What follows belongs to an exercise in optimizing a design on an open flow for small area, a short achievable clock period and few clock cycles per item; a production flow would make more cautious choices. Function not checked in this run: the RTL went through the layout flow alone. No activity file was given, so power comes from the tool's default toggle rates.

<file path="flow/design.v">
module csa20_alu (
    input  wire        clk,
    input  wire        rst,           
    input  wire        in_valid,
    output wire        in_ready,
    input  wire [3:0]  in_ctl,
    input  wire [19:0] in_a,
    input  wire [19:0] in_b,
    output reg         out_valid,
    output reg  [39:0] out_result,
    output reg         cc_ov,
    output reg         cc_uf,
    output reg         cc_dz
);
    localparam [3:0] OP_ADD = 4'd0,  OP_SUB = 4'd1,  OP_MUL = 4'd2,  OP_DIV = 4'd3,
                     OP_AND = 4'd4,  OP_OR  = 4'd5,  OP_NOT = 4'd6,  OP_SLL = 4'd7,
                     OP_SRL = 4'd8,  OP_SRA = 4'd9,  OP_SLA = 4'd10, OP_ROL = 4'd11,
                     OP_ROR = 4'd12;
    localparam signed [21:0] MIN_SIGNED_20 = -22'sd524287;
    wire signed [21:0] sa = {{2{in_a[19]}}, in_a};
    wire signed [21:0] sb = {{2{in_b[19]}}, in_b};
    wire [20:0]        add_sum  = {1'b0, in_a} + {1'b0, in_b};
    wire signed [21:0] add_true = sa + sb;
    wire [19:0]        sub_nb   = ~in_b + 20'd1;
    wire [20:0]        sub_sum  = {1'b0, in_a} + {1'b0, sub_nb};
    wire signed [21:0] sub_true = sa - sb;
    wire signed [39:0] mul_p = $signed(in_a) * $signed(in_b);
    wire [19:0] rot_k = in_b % 20'd20;
    wire [39:0] rol_w = {in_a, in_a} << rot_k;
    wire [39:0] ror_w = {in_a, in_a} >> rot_k;
    reg  [39:0] s_result;
    reg         s_ov_we, s_ov, s_uf_we, s_uf;
    always @(*) begin
        s_result = 40'd0;
        s_ov_we  = 1'b0;
        s_ov     = 1'b0;
        s_uf_we  = 1'b0;
        s_uf     = 1'b0;
        case (in_ctl)
            OP_ADD: begin
                s_result = {20'd0, add_sum[19:0]};
                s_ov_we  = 1'b1;
                s_ov     = add_sum[20];
                s_uf_we  = 1'b1;
                s_uf     = add_true < MIN_SIGNED_20;
            end
            OP_SUB: begin
                s_result = {20'd0, sub_sum[19:0]};
                s_ov_we  = 1'b1;
                s_ov     = sub_sum[20];
                s_uf_we  = 1'b1;
                s_uf     = sub_true < MIN_SIGNED_20;
            end
            OP_MUL: begin
                s_result = mul_p;
                s_ov_we  = 1'b1;
                s_ov     = 1'b0;
            end
            OP_AND: s_result = {20'd0, in_a & in_b};
            OP_OR:  s_result = {20'd0, in_a | in_b};
            OP_NOT: s_result = {20'd0, ~in_a};
            OP_SLL, OP_SLA: s_result = {20'd0, in_a << in_b};
            OP_SRL: s_result = {20'd0, in_a >> in_b};
            OP_SRA: s_result = {20'd0, $signed(in_a) >>> in_b};
            OP_ROL: s_result = {20'd0, rol_w[39:20]};
            OP_ROR: s_result = {20'd0, ror_w[19:0]};
            default: s_result = 40'd0;    
        endcase
    end
    reg        div_busy;
    reg [4:0]  div_cnt;
    reg [19:0] div_q;        
    reg [19:0] div_r;        
    reg [19:0] div_d;        
    reg [19:0] div_b;        
    reg        div_sa;       
    reg        div_sb;       
    reg        div_zero;     
    wire [19:0] abs_a = in_a[19] ? (~in_a + 20'd1) : in_a;
    wire [19:0] abs_b = in_b[19] ? (~in_b + 20'd1) : in_b;
    wire [20:0] div_shift = {div_r, div_q[19]};
    wire [21:0] div_trial = {1'b0, div_shift} - {2'b00, div_d};
    wire        div_take  = ~div_trial[21];
    wire [19:0] div_r_nx  = div_take ? div_trial[19:0] : div_shift[19:0];
    wire [19:0] div_q_nx  = {div_q[18:0], div_take};
    wire [19:0] q_trunc = (div_sa ^ div_sb) ? (~div_q_nx + 20'd1) : div_q_nx;
    wire [19:0] r_trunc = div_sa ? (~div_r_nx + 20'd1) : div_r_nx;
    wire        fix     = (div_r_nx != 20'd0) && (div_sa != div_sb);
    wire [19:0] q_floor = fix ? (q_trunc - 20'd1) : q_trunc;
    wire [19:0] r_floor = fix ? (r_trunc + div_b) : r_trunc;
    assign in_ready = ~div_busy;
    wire accept = in_valid & in_ready;
    always @(posedge clk) begin
        if (rst) begin
            div_busy   <= 1'b0;
            div_cnt    <= 5'd0;
            out_valid  <= 1'b0;
            out_result <= 40'd0;
            cc_ov      <= 1'b0;
            cc_uf      <= 1'b0;
            cc_dz      <= 1'b0;
        end else begin
            out_valid <= 1'b0;
            if (accept) begin
                if (in_ctl == OP_DIV) begin
                    div_busy <= 1'b1;
                    div_cnt  <= 5'd0;
                    div_q    <= abs_a;
                    div_r    <= 20'd0;
                    div_d    <= abs_b;
                    div_b    <= in_b;
                    div_sa   <= in_a[19];
                    div_sb   <= in_b[19];
                    div_zero <= (in_b == 20'd0);
                end else begin
                    out_valid  <= 1'b1;
                    out_result <= s_result;
                    if (s_ov_we) cc_ov <= s_ov;
                    if (s_uf_we) cc_uf <= s_uf;
                end
            end else if (div_busy) begin
                div_q   <= div_q_nx;
                div_r   <= div_r_nx;
                div_cnt <= div_cnt + 5'd1;
                if (div_cnt == 5'd19) begin
                    div_busy  <= 1'b0;
                    out_valid <= 1'b1;
                    if (div_zero) begin
                        out_result <= 40'd0;
                        cc_dz      <= 1'b1;
                    end else begin
                        out_result <= {q_floor, r_floor};
                        cc_dz      <= 1'b0;
                    end
                end
            end
        end
    end
endmodule
</file>
<file path="flow/run.sh">
#!/bin/bash
# synth_recipe.tcl (not shown) runs the flow's synth.tcl, then flattens the netlist and writes it again
# the make line also repeats each setting of config.mk as NAME=value (left out here)
make -C /OpenROAD-flow-scripts/flow DESIGN_CONFIG=/design/flow/config.mk WORK_HOME=/design/flow/orfs CLKGATE_MAP_FILE= SYNTH_SCRIPT=/design/flow/synth_recipe.tcl finish
</file>
<file path="flow/config.mk">
export PLATFORM = sky130hd
export DESIGN_NAME = csa20_alu
export DESIGN_NICKNAME = csa20_alu
export VERILOG_FILES = /design/flow/design.v
export SDC_FILE = /design/flow/constraint.sdc
export NUM_CORES = 4
export LEC_CHECK = 0
export CAP_MARGIN = 20
export CORE_MARGIN = 2
export CORE_UTILIZATION = 40
export SLEW_MARGIN = 20
</file>
<file path="flow/constraint.sdc">
create_clock -name core_clock -period 12.0 [get_ports {clk}]
set_input_delay 2.4000 -clock core_clock [delete_from_list [all_inputs] [get_ports {clk}]]
set_output_delay 2.4000 -clock core_clock [all_outputs]
set_load 0.01 [all_outputs]
</file>
==> qor.csv <==
stage;metric;value;unit
run_status;status;timing/DRC/antenna clean;
grt;total track usage;34.2;%
power;VDD IR max;0.598;mV
final_layout;ANT cells;0;
logic_synthesis;Post-Synth Simple-Gate Area;17.3;%
placed_design;HPWL after DPL;120000;µm
sta;unrepaired setup endpoints after global routing;false;
floorplanning;core area;0.0849;mm²
logic_synthesis;XOR/XNOR share of the synthesized area;5.62;%
clock_network;CTS tree;yes;
setup_path;Crit Path Category;in -> reg;
placed_design;Placed Area;0.0367;mm²
grt;grt peak-use layer;met2;
logic_synthesis;synthesized area;0.0341;mm²
setup_path;Critical Path End;out_result[39]$_SDFFE_PP0P_;
clock_network;TritonCTS Sinks;131;
setup_path;r2r setup slk;1990;ps
grt;first-pass GRT wire length;221000;µm
logic_synthesis;count of synthesis-stage warnings from yosys;1;
flow_run;maxcap violations;0;
clock_network;Post-CTS Resized;0;
clock_network;Hold-fix buffers, CTS;0;
sta;setup_tns;0;ps
route;post-route ant nets;0;
sta;final worst path period share;90.1;%
clock_network;Worst-Skew Late Latency;460;ps
floorplanning;Rows;107;
grt;met2 GRT Util;50.2;%
setup_path;R2R cell count;42;
setup_path;Setup crit start;in_a[0];
logic_synthesis;mux cell area share after synthesis;2.05;%
setup_path;Crit-path slowest cell;clkdlybuf4s50_1;
final_layout;layout cells sized above 1;7.05;%
logic_synthesis;top_reg_cell synth;edfxtp_1;
power;pwr dens;345;mW/mm²
setup_path;Critical Path Sink Type;flip-flop;
route;total number of vias;34200;
setup_path;Most common cell on crit path;o21ai_0;
logic_synthesis;Netlist cell types;116;
logic_synthesis;share of the synthesized area in the top cell type;24.9;%
power;Power Total;12.9;mW
sta;FMAX;92.5;MHz
setup_path;Critical Path Fanout Max;5;
setup_path;Worst Path Buf+Inv;6;
route;vias per cell;6.19;
route;Remaining DRCs;0;
sta;minimum clock period;10810;ps
logic_synthesis;main combinational cell family by area after synthesis;adder cells;
logic_synthesis;EDFF count, synth;81;
grt;number of global-route vias before repair;32700;
floorplanning;Die W;296;µm
final_layout;Syn-to-layout area delta;9.22;%
floorplanning;die height;296;µm
route;DRT iter0 DRCs;4321;
logic_synthesis;Yosys reg bits;131;
setup_path;CP top delay family;compound AO/OA/AOI/OAI gates;
clock_network;CTS Buffer Depth;2;
final_layout;final net count;5077;
setup_path;RR Startpoint;div_r[0]$_SDFFCE_PP0P_;
logic_synthesis;adder-cell share of the synthesized area;33.4;%
sta;Pins Over Slew Limit;0;
floorplanning;Die Footprint;0.0877;mm²
clock_network;htree depth;4;
clock_network;post-CTS setup buffers;0;
setup_path;CP Data Required Time;12350;ps
sta;hold_ws;497;ps
floorplanning;Initial Utilization;40.2;%
power;static leakage;16.3;nW
setup_path;Critical R2R Capture;out_result[18]$_SDFFE_PP0P_;
route;Wirelength per Cell;27.2;µm
logic_synthesis;Area contributors post-synth;fa_1 (25%), ha_1 (8.5%), edfxtp_1 (7.1%);
logic_synthesis;commonest cells in the netlist;nand2_1 (531), inv_1 (530), nor2_1 (439);
clock_network;Worst-path clk slew;70;ps
clock_network;clock buffer count from CTS;17;
sta;Fin Clk Skew;17.3;ps
sta;Slew headroom;14.3;%
sta;Final Hold Viols;0;
setup_path;Startpoint Class;primary input;
setup_path;CP peak stage delay;630;ps
setup_path;cell depth of the worst setup path;36;
logic_synthesis;Synth Area in Compound Gates;22.4;%
logic_synthesis;synthesized net count;5067;
logic_synthesis;area leader, netlist;fa_1;
logic_synthesis;fraction of registers with async set/reset;0;%
sta;Worst-Margin Slew;1280;ps
worst_hold_path;Min-Delay Path Class;reg -> reg;
logic_synthesis;Seq/Total Area, Yosys;10.1;%
final_layout;Final Util;43.9;%
logic_synthesis;most frequent cell after synthesis;nand2_1;
logic_synthesis;Post-Syn Instances;4363;
route;total wire length;151000;µm
placed_design;Final GP Congestion;1.03;
setup_path;CP arrival;11150;ps
grt;GR Layer Usage met3;9.28;%
placed_design;Port Buffer Count;91;
floorplanning;# IOs;92;
sta;# setup viols final;0;
clock_network;Root Driver;clkbuf_16;
grt;largest net degree at the start of global routing;79;
grt;GRT met1 Usage;47.3;%
route;drt pass-1 iters;7;
grt;grt total ovfl;0;
logic_synthesis;Syn Area/Cell;7.83;µm²
final_layout;cell area after layout;0.0373;mm²
grt;initial antenna violation count;9;
layer usage:
layer / up-vias / share of wire (%)
met5: - / 0.082
met4: 14 / 4.8
met3: 356 / 12
met2: 2132 / 42
met1: 16800 / 42
li1: 15000 / -
worst min-delay path by stage:
stage / start / to / slack [ps] / cells after the start
finish: cc_dz$_SDFFE_PP0P_ / cc_dz$_SDFFE_PP0P_ / 500 / 2
floorplan: div_cnt[4]$_SDFFE_PP0P_ / div_cnt[4]$_SDFFE_PP0P_ / 450 / 1
detailed placement: div_cnt[4]$_SDFFE_PP0P_ / div_cnt[4]$_SDFFE_PP0P_ / 480 / 1
CTS: div_cnt[4]$_SDFFE_PP0P_ / div_cnt[4]$_SDFFE_PP0P_ / 500 / 1
global placement: div_cnt[4]$_SDFFE_PP0P_ / div_cnt[4]$_SDFFE_PP0P_ / 470 / 1
global route: div_cnt[4]$_SDFFE_PP0P_ / div_cnt[4]$_SDFFE_PP0P_ / 520 / 1
worst reg2reg max path, delay by kind of cell, from the launching register on:
family / cells / cell delay [ps]
adder cells (fa/ha/maj): 3 / 960
multiplexers: 1 / 340
AO/OA/AOI/OAI: 28 / 6690
flip-flops: 1 / 490
buffers and inverters: 3 / 650
XOR/XNOR: 2 / 310
AND/OR/NAND/NOR: 5 / 560
cell families after synthesis:
group                      after synthesis
AOI/OAI and AO/OA                     1139
xor gates and xnor gates               219
adders and majority gates              657
buffers and inverters                  815
DFF                                    131
muxes                                   65
and+or+nand+nor                       1337
power by group:
group / internal (mW) / switching, mW
clock: 0.318 / 0.235
sequential: 0.504 / 0.0220
combinational: 4.66 / 7.14
total: 5.48 / 7.40
layout by cell type, fill, tap and decap left out, drive strengths merged, types with 45 or more instances in the layout:
master / n
nor2: 442
a31oi: 53
a21oi: 255
mux2i: 52
o21ai: 285
o221ai: 45
buf: 173
fa: 425
edfxtp: 81
nand3: 74
nand2: 533
clkdlybuf4s50: 84
inv: 542
nor3: 89
xor2: 61
xnor2: 158
ha: 232
dfxtp: 50
area by class of cell:
cell class,instances,area (µm²)
clock buffers,18,439
inverters,549,2060
repair buffers,257,2120
well taps,1144,1430
fillers,8654,47600
multi-input cells,3417,27600
flip-flops and latches,131,3430
clock inverters,14,168
state kept, by name, indices dropped and copies added, names as in the netlist:
register / flops
div_r: 20
div_zero: 1
div_b: 19
div_busy: 1
cc_ov: 1
cc_dz: 1
div_cnt: 5
out_result: 40
div_d: 20
out_valid: 1
cc_uf: 1
div_sa: 1
div_q: 20
through the flow:
stage	worst slack, ps	std cells
2_1_floorplan	680	4363
3_3_place_gp	1140	5498
3_5_place_dp	934	5498
4_1_cts	1360	5530
5_1_grt	772	5530
6_report	1190	5530

[separate check: timing with driven ports]
In the flow no input, the clock included, has a driving cell. The finished layout below was timed again as built, in two steps.
Step 1, drivers: a clkbuf_16 drives clk and a buf_2 each remaining input, both assumed.
Step 2, shift: input delay + t, output delay - t, t = (earliest + latest rising clock arrival at the registers) / 2. This alone moves slack from input paths to output paths.
a / b / c = ideal / step 1 / step 2; a / b = the first two.
shift t [ns]: 0.508
setup WS [ns]: 1.194 / 1.230 / 0.722
worst slew at a driven data input, ns: 0.20
After both steps this run still meets setup and hold. For this run, drivers alone change the setup slack by +0.036 ns; drivers and shift together by -0.472 ns.
